This design comes from an exercise in tuning for small area, a short achievable clock period and few clock cycles per item on the open sky130 flow, not from production work.
Only simulation tests tie the RTL to the original design; equivalence was not proved.

==> module yuv420_block_csc, before the edit <==
module yuv420_block_csc (
    input  wire        clk,
    input  wire        rst,         
    input  wire        in_valid,
    output wire        in_ready,
    input  wire [31:0] in_y,        
    input  wire [7:0]  in_u,
    input  wire [7:0]  in_v,
    output wire        out_valid,
    input  wire        out_ready,
    output wire [95:0] out_rgb      
);
    reg        rdy;                 
    reg        a_valid;
    reg [47:0] a_d;                 
    reg        s_valid;
    reg [47:0] s_d;                 
    reg        p_valid;
    reg [31:0] p_y;
    reg [7:0]  p_dr, p_dg, p_db;    
    reg        p_pr, p_pg, p_pb;    
    reg        b_valid;
    reg        b_idle;              
    reg [95:0] b_rgb;
    wire p_x = !p_valid || b_idle;
    wire a_x = !a_valid || p_x;
    wire [7:0] b_en;
    wire [3:0] p_en;
    wire [2:0] a_en;
    genvar k;
    generate
        for (k = 0; k < 8; k = k + 1) begin : g_ben
            csc_en u_en (.a(b_idle), .b(out_ready), .y(b_en[k]));
        end
        for (k = 0; k < 4; k = k + 1) begin : g_pen
            csc_en u_en (.a(p_x), .b(out_ready), .y(p_en[k]));
        end
        for (k = 0; k < 3; k = k + 1) begin : g_aen
            csc_en u_en (.a(a_x), .b(out_ready), .y(a_en[k]));
        end
    endgenerate
    wire b_go = b_idle || out_ready;
    wire p_go = !p_valid || b_go;
    wire a_go = !a_valid || p_go;
    wire acc  = in_valid && rdy;
    assign in_ready  = rdy;
    assign out_valid = b_valid;
    assign out_rgb   = b_rgb;
    wire s_valid_n = s_valid ? !a_go : (acc && !a_go);
    wire [47:0] in_d = {in_v, in_u, in_y};
    wire [47:0] a_nx = s_valid ? s_d : in_d;
    always @(posedge clk) begin
        if (!s_valid)
            s_d <= in_d;
        if (a_en[0]) a_d[15:0]  <= a_nx[15:0];
        if (a_en[1]) a_d[31:16] <= a_nx[31:16];
        if (a_en[2]) a_d[47:32] <= a_nx[47:32];
    end
    always @(posedge clk) begin
        if (rst) begin
            rdy     <= 1'b1;
            s_valid <= 1'b0;
            a_valid <= 1'b0;
            p_valid <= 1'b0;
            b_valid <= 1'b0;
            b_idle  <= 1'b1;
        end else begin
            rdy     <= !s_valid_n;
            s_valid <= s_valid_n;
            if (a_go) a_valid <= s_valid || acc;
            if (p_go) p_valid <= a_valid;
            if (b_go) begin
                b_valid <= p_valid;
                b_idle  <= !p_valid;
            end
        end
    end
    wire [7:0] dr, dg, db;
    wire       pr, pg, pb;
    csc_chroma u_chroma (
        .u(a_d[39:32]), .v(a_d[47:40]),
        .dr(dr), .pr(pr), .dg(dg), .pg(pg), .db(db), .pb(pb)
    );
    always @(posedge clk) begin
        if (p_en[0]) begin
            p_y[15:0] <= a_d[15:0];
        end
        if (p_en[1]) begin
            p_y[31:16] <= a_d[31:16];
        end
        if (p_en[2]) begin
            p_dr <= dr;
            p_pr <= pr;
            p_dg <= dg;
            p_pg <= pg;
        end
        if (p_en[3]) begin
            p_db <= db;
            p_pb <= pb;
        end
    end
    wire [95:0] rgb;
    generate
        for (k = 0; k < 4; k = k + 1) begin : g_pix
            csc_chan u_r (.y(p_y[8*k +: 8]), .d(p_dr), .p(p_pr), .q(rgb[24*k + 16 +: 8]));
            csc_chan u_g (.y(p_y[8*k +: 8]), .d(p_dg), .p(p_pg), .q(rgb[24*k + 8  +: 8]));
            csc_chan u_b (.y(p_y[8*k +: 8]), .d(p_db), .p(p_pb), .q(rgb[24*k      +: 8]));
        end
        for (k = 0; k < 8; k = k + 1) begin : g_b
            always @(posedge clk) begin
                if (b_en[k])
                    b_rgb[12*k +: 12] <= rgb[12*k +: 12];
            end
        end
    endgenerate
endmodule
==> flow/config.mk <==
export PLATFORM = sky130hd
export DESIGN_NAME = yuv420_block_csc
export DESIGN_NICKNAME = yuv420_block_csc
export VERILOG_FILES = /design/flow/design.v
export SDC_FILE = /design/flow/constraint.sdc
export NUM_CORES = 4
export LEC_CHECK = 0
export CAP_MARGIN = 20
export CORE_MARGIN = 2
export CORE_UTILIZATION = 65
export SLEW_MARGIN = 20
export SYNTH_HIERARCHICAL = 1
==> flow/constraint.sdc <==
create_clock -name core_clock -period 22.0 [get_ports {clk}]
set_input_delay 4.4000 -clock core_clock [delete_from_list [all_inputs] [get_ports {clk}]]
set_output_delay 4.4000 -clock core_clock [all_outputs]
set_load 0.01 [all_outputs]
standard.sh (not shown) runs the stock make flow with config.mk's settings and CLKGATE_MAP_FILE= SYNTH_SCRIPT=/design/flow/synth_recipe.tcl, a recipe that flattens the netlist after the stock synthesis.
==> flow/flow/run.sh <==
#!/bin/bash
# Layout flow: the standard ORFS flow with two changes: the port buffers
# are sky130_fd_sc_hd__buf_2 cells instead of the delay cell buffer_ports picks by
# itself, and clock tree synthesis uses clkbuf_4/clkbuf_8 cells, clusters of up
# to 30 sinks and no dummy loads.
set -euo pipefail
cd "$(dirname "$0")/.."
export BUFFER_PORTS_ARGS="-buffer_cell sky130_fd_sc_hd__buf_2"
export CTS_ARGS="-sink_clustering_enable -repair_clock_nets -dont_use_dummy_load -buf_list {sky130_fd_sc_hd__clkbuf_4 sky130_fd_sc_hd__clkbuf_8} -sink_clustering_size 30"
bash standard.sh > flow_standard.log 2>&1 || { tail -50 flow_standard.log; exit 1; }
tail -5 flow_standard.log
The starting point ran to the end with no violations.
Testbench counts at the start, summed over its fixed seeds: cycles 16,024, items 16,000.
Then changed:
--- a/flow/design.v
+++ b/flow/design.v
@@ -762,6 +762,6 @@
     wire a_x = !a_valid || p_x;
     wire [7:0] b_en;
-    wire [3:0] p_en;
-    wire [2:0] a_en;
+    wire [2:0] p_en;
+    wire [1:0] a_en;
     genvar k;
     generate
@@ -769,8 +769,8 @@
             csc_en u_en (.a(b_idle), .b(out_ready), .y(b_en[k]));
         end
-        for (k = 0; k < 4; k = k + 1) begin : g_pen
+        for (k = 0; k < 3; k = k + 1) begin : g_pen
             csc_en u_en (.a(p_x), .b(out_ready), .y(p_en[k]));
         end
-        for (k = 0; k < 3; k = k + 1) begin : g_aen
+        for (k = 0; k < 2; k = k + 1) begin : g_aen
             csc_en u_en (.a(a_x), .b(out_ready), .y(a_en[k]));
         end
@@ -789,7 +789,6 @@
         if (!s_valid)
             s_d <= in_d;
-        if (a_en[0]) a_d[15:0]  <= a_nx[15:0];
-        if (a_en[1]) a_d[31:16] <= a_nx[31:16];
-        if (a_en[2]) a_d[47:32] <= a_nx[47:32];
+        if (a_en[0]) a_d[23:0]  <= a_nx[23:0];
+        if (a_en[1]) a_d[47:24] <= a_nx[47:24];
     end
     always @(posedge clk) begin
@@ -821,17 +820,15 @@
         if (p_en[0]) begin
             p_y[15:0] <= a_d[15:0];
+            p_dr <= dr;
+            p_pr <= pr;
         end
         if (p_en[1]) begin
             p_y[31:16] <= a_d[31:16];
+            p_pg <= pg;
+            p_pb <= pb;
         end
         if (p_en[2]) begin
-            p_dr <= dr;
-            p_pr <= pr;
             p_dg <= dg;
-            p_pg <= pg;
-        end
-        if (p_en[3]) begin
             p_db <= db;
-            p_pb <= pb;
         end
     end
Effect: The changed run finished clean. Global-route usage is lower by 0.51 points. Setup slack is worse by 0.0076 ns. Cell area hardly moves. Sequential share of layout area is about the same. Synthesized cell count is about the same.
Testbench counts after the change, summed over its fixed seeds: cycles 16,024, items 16,000.

-- static timing again, ports no longer ideal --
In the flow no input, the clock included, has a driving cell. The finished layouts below were timed again as built, in two steps. Step 1 assumes that a clkbuf_16 drives the clock port and a buf_2 every other input. Step 2 also shifts input and output timing later by t, the mid clock arrival at the registers, as if the neighbouring blocks saw the same clock. Three values: ideal, step 1, step 2; two values: the first two.
| run | shift t [ns] | setup WS [ns] | clock arrival spread, ns | worst data-port slew with drivers (ns) | cell pins on the clock port's net |
|---|---|---|---|---|---|
| the first run | 0.542 | 16.491 / 16.448 / 16.065 | 0.048 / 0.047 | 0.07 | 1 |
| the second run | 0.557 | 16.484 / 16.438 / 15.968 | 0.069 / 0.070 | 0.04 | 1 |
After both steps every run listed still meets setup and hold. The setup slack of the second run, which loses most, moves by -0.046 ns with the drivers and by -0.516 ns with both steps.
